What follows belongs to an exercise in optimizing a design on an open flow for small area; a production flow would make more cautious choices. Where RTL was checked, it was by simulation tests only, not by an equivalence proof against the original. The flow treats the clock pin as an ideal source, which a real chip does not have.

==> 02-12 <==
==> flow/design.v <==
module pyro_hold #(
    parameter W = 8
) (
    input  wire [W-1:0] q,
    input  wire [W-1:0] d,
    input  wire         keep,
    input  wire         take,
    output wire [W-1:0] y
);
    assign y = (q & {W{keep}}) | (d & {W{take}});
endmodule
module pyro_hold_set #(
    parameter W = 1
) (
    input  wire [W-1:0] q,
    input  wire [W-1:0] d,
    input  wire         keep,
    input  wire         take,
    input  wire         set,
    output wire [W-1:0] y
);
    assign y = (q & {W{keep}}) | (d & {W{take}}) | {W{set}};
endmodule
module pyro_stream_ingest (
    input  wire         clk,
    input  wire         rst,           
    input  wire         in_valid,      
    input  wire [7:0]   in_byte,
    input  wire [31:0]  now,           
    output reg          ev_valid,      
    output wire [2:0]   ev_code,       
    output reg  [87:0]  rec_0001,      
    output reg  [7:0]   rec_0002,      
    output reg  [103:0] rec_0201,      
    output reg  [7:0]   last_seq,      
    output reg          online         
);
    localparam [3:0] LEN_LOW  = 4'b1000,
                     LEN_HIGH = 4'b1001,
                     SEQ      = 4'b1010,
                     HDR_CRC8 = 4'b1011,
                     BODY     = 4'b1100,    
                     CRC_HI   = 4'b1101;    
    localparam [2:0] EV_RESYNC_LEN   = 3'd1,
                     EV_RESYNC_CRC8  = 3'd2,
                     EV_RESYNC_CRC16 = 3'd3,
                     EV_FRAME_OK     = 3'd4,
                     EV_FRAME_UNSUB  = 3'd5;
    function [15:0] crc16_step(input [15:0] c, input [7:0] b);
        integer i;
        begin
            crc16_step = c ^ {8'h00, b};
            for (i = 0; i < 8; i = i + 1)
                crc16_step = crc16_step[0] ? ((crc16_step >> 1) ^ 16'h8408) : (crc16_step >> 1);
        end
    endfunction
    localparam [15:0] CRC16_SOF = crc16_step(16'hFFFF, 8'hA5);
    reg [3:0]  st;
    reg [7:0]  rem;           
    reg [3:0]  k;             
    reg [1:0]  cls;           
    reg [7:0]  seq_r;
    reg [15:0] crc16_r;
    reg [7:0]  stage [0:12];
    reg        now0_r;        
    reg [6:0]  age;           
    assign ev_code = st[2:0];
    wire seek = !st[3];
    wire [7:0]  crc16_t    = crc16_r[7:0] ^ in_byte;
    wire [7:0]  crc16_u    = crc16_t ^ {crc16_t[3:0], 4'h0};
    wire [15:0] crc16_next = {8'h00, crc16_r[15:8]} ^ {crc16_u, 8'h00} ^ {5'h00, crc16_u, 3'h0} ^ {12'h000, crc16_u[7:4]};
    wire [7:0]  hdr_chk;
    assign hdr_chk[0] = in_byte[6] ^ crc16_next[2] ^ crc16_r[4] ^ crc16_r[7];
    assign hdr_chk[1] = rem[2] ^ rem[4] ^ crc16_r[12] ^ crc16_t[4];
    assign hdr_chk[2] = seq_r[1] ^ in_byte[3] ^ seq_r[7] ^ crc16_t[4];
    assign hdr_chk[3] = seq_r[6] ^ in_byte[6] ^ crc16_next[1] ^ crc16_t[5];
    assign hdr_chk[4] = ~(crc16_next[2] ^ crc16_r[4] ^ crc16_next[4] ^ crc16_next[10]);
    assign hdr_chk[5] = in_byte[0] ^ seq_r[1] ^ crc16_r[5] ^ crc16_r[7] ^ crc16_r[8];
    assign hdr_chk[6] = in_byte[5] ^ crc16_next[1] ^ crc16_r[3] ^ crc16_r[6] ^ crc16_r[15];
    assign hdr_chk[7] = rem[0] ^ rem[3] ^ rem[5] ^ crc16_r[13] ^ crc16_t[5];
    wire        hdr_ok = (hdr_chk == 8'h00);
    wire in_id    = (k[3:1] == 3'b000);
    wire pay_end  = (rem == 8'd0);
    wire crc_good = (crc16_next == 16'd0);
    wire disp     = in_valid && (st == CRC_HI) && crc_good;
    wire pay_take = in_valid && (st == BODY) && !in_id;
    wire seq_take = in_valid && (st == SEQ);
    wire       tick    = now[0] ^ now0_r;
    wire [7:0] age_inc = {1'b0, age} + {7'd0, tick};
    wire       expire  = age_inc[7];
    wire [103:0] stage_flat;
    wire [12:0]  kmask;                    
    wire [103:0] stage_y;
    genvar g;
    generate for (g = 0; g < 13; g = g + 1) begin : g_stage
        wire we = pay_take && (k == g + 2);
        assign stage_flat[8*g +: 8] = stage[g];
        assign kmask[g] = (k > g + 2);
        pyro_hold #(8) u_st (.q(stage[g]), .d(in_byte), .keep(!we), .take(we), .y(stage_y[8*g +: 8]));
    end endgenerate
    wire [7:0] seq_y;
    pyro_hold #(8) u_seq (.q(seq_r), .d(in_byte), .keep(!seq_take), .take(seq_take), .y(seq_y));
    wire [7:0] lseq_y;
    pyro_hold #(8) u_lseq (.q(last_seq), .d(seq_r), .keep(!(disp || rst)), .take(disp && !rst), .y(lseq_y));
    wire sel_0001 = disp && (cls == 2'b10);
    wire sel_0002 = disp && (cls == 2'b01);
    wire sel_0201 = disp && (cls == 2'b11);
    wire tk_0001  = sel_0001 && !rst;
    wire tk_0002  = sel_0002 && !rst;
    wire tk_0201  = sel_0201 && !rst;
    wire [87:0]  r1_y;
    wire [7:0]   r2_y;
    wire [103:0] r3_y;
    generate for (g = 0; g < 11; g = g + 1) begin : g_r1
        pyro_hold #(8) u (.q(rec_0001[8*g +: 8]), .d(stage[g]), .keep(!((sel_0001 && kmask[g]) || rst)), .take(tk_0001 && kmask[g]), .y(r1_y[8*g +: 8]));
    end endgenerate
    generate for (g = 0; g < 1; g = g + 1) begin : g_r2
        pyro_hold #(8) u (.q(rec_0002[8*g +: 8]), .d(stage[g]), .keep(!((sel_0002 && kmask[g]) || rst)), .take(tk_0002 && kmask[g]), .y(r2_y[8*g +: 8]));
    end endgenerate
    generate for (g = 0; g < 13; g = g + 1) begin : g_r3
        pyro_hold #(8) u (.q(rec_0201[8*g +: 8]), .d(stage[g]), .keep(!((sel_0201 && kmask[g]) || rst)), .take(tk_0201 && kmask[g]), .y(r3_y[8*g +: 8]));
    end endgenerate
    wire [15:0] crc_y;
    wire        crc_keep = !seek && !in_valid;
    wire        crc_take = !seek && in_valid;
    generate for (g = 0; g < 16; g = g + 1) begin : g_crc
        if (CRC16_SOF[g]) begin : one
            pyro_hold_set #(1) u (.q(crc16_r[g]), .d(crc16_next[g]), .keep(crc_keep), .take(crc_take), .set(seek), .y(crc_y[g]));
        end else begin : zero
            pyro_hold #(1) u (.q(crc16_r[g]), .d(crc16_next[g]), .keep(crc_keep), .take(crc_take), .y(crc_y[g]));
        end
    end endgenerate
    integer j;
    always @(posedge clk) begin
        now0_r <= now[0];
        if (rst) begin
            st       <= 4'b0000;
            ev_valid <= 1'b0;
        end else begin
            ev_valid <= 1'b0;
            if (in_valid) begin
                case (st)
                LEN_LOW:  st <= LEN_HIGH;
                LEN_HIGH: begin
                    if (in_byte != 8'h00 || rem[7:3] == 5'b11111) begin
                        st       <= {1'b0, EV_RESYNC_LEN};
                        ev_valid <= 1'b1;
                    end else
                        st <= SEQ;
                end
                SEQ:      st <= HDR_CRC8;
                HDR_CRC8: begin
                    if (!hdr_ok) begin
                        st       <= {1'b0, EV_RESYNC_CRC8};
                        ev_valid <= 1'b1;
                    end else
                        st <= BODY;
                end
                BODY: if (!in_id && pay_end) st <= CRC_HI;
                CRC_HI: begin
                    ev_valid <= 1'b1;
                    if (!crc_good)         st <= {1'b0, EV_RESYNC_CRC16};
                    else if (cls != 2'b00) st <= {1'b0, EV_FRAME_OK};
                    else                   st <= {1'b0, EV_FRAME_UNSUB};
                end
                default: if (seek && in_byte == 8'hA5) st <= LEN_LOW;
                endcase
            end
        end
        crc16_r <= crc_y;
        if (seek) begin
            k       <= 4'd0;
        end else if (in_valid) begin
            if (st == LEN_LOW) rem <= in_byte;
            if (st == BODY && (in_id || !pay_end) && k != 4'd15) k <= k + 4'd1;
            if (st == BODY && !in_id) rem <= rem - 8'd1;
            if (st == BODY && k == 4'd0) cls <= {in_byte == 8'h01, in_byte == 8'h02};
            if (st == BODY && k == 4'd1)
                cls <= {cls[1] && (in_byte == 8'h00 || in_byte == 8'h02),
                        (cls[0] && in_byte == 8'h00) || (cls[1] && in_byte == 8'h02)};
        end
        for (j = 0; j < 13; j = j + 1)
            stage[j] <= stage_y[8*j +: 8];
        seq_r    <= seq_y;
        last_seq <= lseq_y;
        rec_0001 <= r1_y;
        rec_0002 <= r2_y;
        rec_0201 <= r3_y;
        age    <= disp ? 7'd27 : age_inc[6:0];
        online <= !rst && (disp || (online && !expire));
    end
endmodule
==> flow/flow/run.sh <==
#!/bin/bash
# Own layout flow: the standard flow (standard.sh, ORFS steps), with
#  * synthesis run by flow/synth.tcl: the standard flow's synthesis script unchanged except
#    that ABC maps the logic with an area-oriented script (flow/area.abc);
#  * the port buffers made of the smallest buffer cell;
#  * a clock tree of small buffers without dummy loads;
#  * after CTS, gates off the critical paths downsized (power recovery) and
#    slew/capacitance repaired again (flow/post_cts.tcl).
# Synthesis logs to synth.log, the rest to standard.log, and each ORFS step to
# its own log under orfs/logs/.
set -euo pipefail
export BUFFER_PORTS_ARGS="-buffer_cell sky130_fd_sc_hd__buf_1"
export CTS_ARGS="-sink_clustering_enable -repair_clock_nets -dont_use_dummy_load -buf_list sky130_fd_sc_hd__clkbuf_4 -sink_clustering_size 9 -sink_clustering_max_diameter 40"
export POST_CTS_TCL="$PWD/flow/post_cts.tcl"
export MY_ABC="$PWD/flow/area.abc"
# standard.sh's make command, with this flow's synthesis script, for the synth target only.
sed -e "s#SYNTH_SCRIPT=[^ ]*#SYNTH_SCRIPT=$PWD/flow/synth.tcl#" -e 's#"${@:-finish}"#synth#' standard.sh > synth.sh
bash synth.sh > synth.log 2>&1
bash standard.sh > standard.log 2>&1
==> flow/flow/area.abc <==
&get -n
&st
&dch
&nf -a
&put
==> flow/flow/post_cts.tcl <==
# After CTS: downsize gates off the critical paths (repair_timing's power
# recovery, which also cuts area), then repair slew and capacitance again and
# legalise the placement.
repair_timing -recover_power 100 -verbose
repair_design -cap_margin 20 -slew_margin 20 -verbose
detailed_placement
check_placement -verbose
==> flow/flow/synth.tcl <==
# The standard synthesis script (synth_recipe.tcl), with one change: ABC maps
# the logic with the ABC script in $MY_ABC (flow/area.abc, area-oriented) instead of ORFS's
# speed script (-script, -constr and -D of ORFS's abc call are replaced).
# Registers are mapped by dfflibmap before ABC runs, so they are unchanged.
proc synth {args} { yosys synth -nofsm -noshare {*}$args }
proc abc {args} {
  set keep {}
  set skip 0
  foreach a $args {
    if { $skip } { set skip 0; continue }
    if { $a eq "-script" || $a eq "-constr" || $a eq "-D" } { set skip 1; continue }
    lappend keep $a
  }
  if {[info exists ::env(MY_ABC)] && $::env(MY_ABC) ne ""} { lappend keep -script $::env(MY_ABC) }
  yosys abc {*}$keep
}
source $::env(SCRIPTS_DIR)/synth.tcl
# left out here: clear keep_hierarchy, flatten, clean up, hide names made inside functions, write 1_2_yosys.v
==> flow/standard.sh <==
#!/bin/bash
# synth_recipe.tcl (not shown) runs the flow's synth.tcl, then flattens the netlist and writes it again
# the make line also repeats each setting of config.mk as NAME=value (left out here)
make -C /OpenROAD-flow-scripts/flow DESIGN_CONFIG=/design/flow/config.mk WORK_HOME=/design/flow/orfs CLKGATE_MAP_FILE= SYNTH_SCRIPT=/design/flow/synth_recipe.tcl "${@:-finish}"
==> flow/config.mk <==
export PLATFORM = sky130hd
export DESIGN_NAME = pyro_stream_ingest
export DESIGN_NICKNAME = pyro_stream_ingest
export VERILOG_FILES = /design/flow/design.v
export SDC_FILE = /design/flow/constraint.sdc
export NUM_CORES = 4
export LEC_CHECK = 0
export CAP_MARGIN = 20
export CORE_MARGIN = 2
export CORE_UTILIZATION = 65
export PLACE_DENSITY = 0.8
export SLEW_MARGIN = 20
export SYNTH_HIERARCHICAL = 1
==> flow/constraint.sdc <==
create_clock -name core_clock -period 10.0 [get_ports {clk}]
set_input_delay 2.0000 -clock core_clock [delete_from_list [all_inputs] [get_ports {clk}]]
set_output_delay 2.0000 -clock core_clock [all_outputs]
set_load 0.01 [all_outputs]
==> 11-26 (differences from 02-12) <==
--- a/flow/design.v
+++ b/flow/design.v
@@ -85,7 +85,6 @@
     wire disp     = in_valid && (st == CRC_HI) && crc_good;
-    wire pay_take = in_valid && (st == BODY) && !in_id;
+    wire pay_take = in_valid && (st == BODY) && !in_id && !pay_end;
     wire seq_take = in_valid && (st == SEQ);
-    wire       tick    = now[0] ^ now0_r;
-    wire [7:0] age_inc = {1'b0, age} + {7'd0, tick};
-    wire       expire  = age_inc[7];
+    wire       tick     = now[0] ^ now0_r;
+    wire [6:0] age_next = disp ? 7'd26 : ((tick && age != 7'd127) ? age + 7'd1 : age);
     wire [103:0] stage_flat;
@@ -107,5 +106,2 @@
     wire sel_0201 = disp && (cls == 2'b11);
-    wire tk_0001  = sel_0001 && !rst;
-    wire tk_0002  = sel_0002 && !rst;
-    wire tk_0201  = sel_0201 && !rst;
     wire [87:0]  r1_y;
@@ -114,9 +110,12 @@
     generate for (g = 0; g < 11; g = g + 1) begin : g_r1
-        pyro_hold #(8) u (.q(rec_0001[8*g +: 8]), .d(stage[g]), .keep(!((sel_0001 && kmask[g]) || rst)), .take(tk_0001 && kmask[g]), .y(r1_y[8*g +: 8]));
+        wire e = sel_0001 && kmask[g];
+        pyro_hold #(8) u (.q(rec_0001[8*g +: 8]), .d(stage[g]), .keep(!(e || rst)), .take(e && !rst), .y(r1_y[8*g +: 8]));
     end endgenerate
     generate for (g = 0; g < 1; g = g + 1) begin : g_r2
-        pyro_hold #(8) u (.q(rec_0002[8*g +: 8]), .d(stage[g]), .keep(!((sel_0002 && kmask[g]) || rst)), .take(tk_0002 && kmask[g]), .y(r2_y[8*g +: 8]));
+        wire e = sel_0002 && kmask[g];
+        pyro_hold #(8) u (.q(rec_0002[8*g +: 8]), .d(stage[g]), .keep(!(e || rst)), .take(e && !rst), .y(r2_y[8*g +: 8]));
     end endgenerate
     generate for (g = 0; g < 13; g = g + 1) begin : g_r3
-        pyro_hold #(8) u (.q(rec_0201[8*g +: 8]), .d(stage[g]), .keep(!((sel_0201 && kmask[g]) || rst)), .take(tk_0201 && kmask[g]), .y(r3_y[8*g +: 8]));
+        wire e = sel_0201 && kmask[g];
+        pyro_hold #(8) u (.q(rec_0201[8*g +: 8]), .d(stage[g]), .keep(!(e || rst)), .take(e && !rst), .y(r3_y[8*g +: 8]));
     end endgenerate
@@ -175,3 +174,3 @@
             if (st == BODY && (in_id || !pay_end) && k != 4'd15) k <= k + 4'd1;
-            if (st == BODY && !in_id) rem <= rem - 8'd1;
+            if (pay_take) rem <= rem - 8'd1;
             if (st == BODY && k == 4'd0) cls <= {in_byte == 8'h01, in_byte == 8'h02};
@@ -188,4 +187,9 @@
         rec_0201 <= r3_y;
-        age    <= disp ? 7'd27 : age_inc[6:0];
-        online <= !rst && (disp || (online && !expire));
+        if (rst) begin
+            online <= 1'b0;
+            age    <= 7'd127;
+        end else begin
+            age    <= age_next;
+            online <= (age_next != 7'd127);
+        end
     end
==> flow/flow/run.sh (replaced) <==
#!/bin/bash
# Own layout flow: the standard flow (standard.sh, all ORFS steps unchanged),
# with the port buffers made of the smallest buffer cell and a clock tree of
# smaller buffers without dummy loads. Each make step logs to orfs/logs/...;
# the whole run's output goes to standard.log in this folder.
set -euo pipefail
export BUFFER_PORTS_ARGS="-buffer_cell sky130_fd_sc_hd__buf_1"
export CTS_ARGS="-sink_clustering_enable -repair_clock_nets -dont_use_dummy_load -buf_list sky130_fd_sc_hd__clkbuf_4 -sink_clustering_size 10 -sink_clustering_max_diameter 50"
bash standard.sh > standard.log 2>&1
removed: flow/flow/area.abc
removed: flow/flow/post_cts.tcl
removed: flow/flow/synth.tcl
==> notes.md <==
02-12 went through all stages and came out clean. 11-26 produced a clean layout. Against 11-26, the clock skew of 02-12 is higher by 0.055 ns. Of 11-26 and 02-12, 11-26 has the higher fmax (gap 30%, measured against 02-12). In 11-26 the first-iteration DRC count is smaller than in 02-12, by about 24%. Of 02-12 and 11-26, 11-26 has the higher cell count (gap about 5%, measured against 11-26).
No functional check of the RTL was part of 11-26.

==> static timing again, ports no longer ideal <==
How much do the figures lean on ideal ports? The routed layouts below were timed once more, with nothing changed but the port constraints. Step 1: set_driving_cell puts a clkbuf_16 on clk and a buf_2 on each other input, an assumption about the parent block. Step 2 times the ports against the registers' clock, not the clock port: input delays grow and output delays shrink by t, the midpoint of the rising clock arrivals with the driver on. a / b / c = ideal / step 1 / step 2; a / b = the first two.
run | t (ns) | setup slack, ns | pins driven straight from the clock port
02-12 | 0.667 | 3.585 / 3.603 / 2.935 | 1
11-26 | 0.684 | 5.048 / 5.068 / 4.383 | 1
After both steps every run listed still meets setup and hold. For 11-26, which loses most, drivers alone change the setup slack by +0.020 ns; drivers and shift together by -0.665 ns.
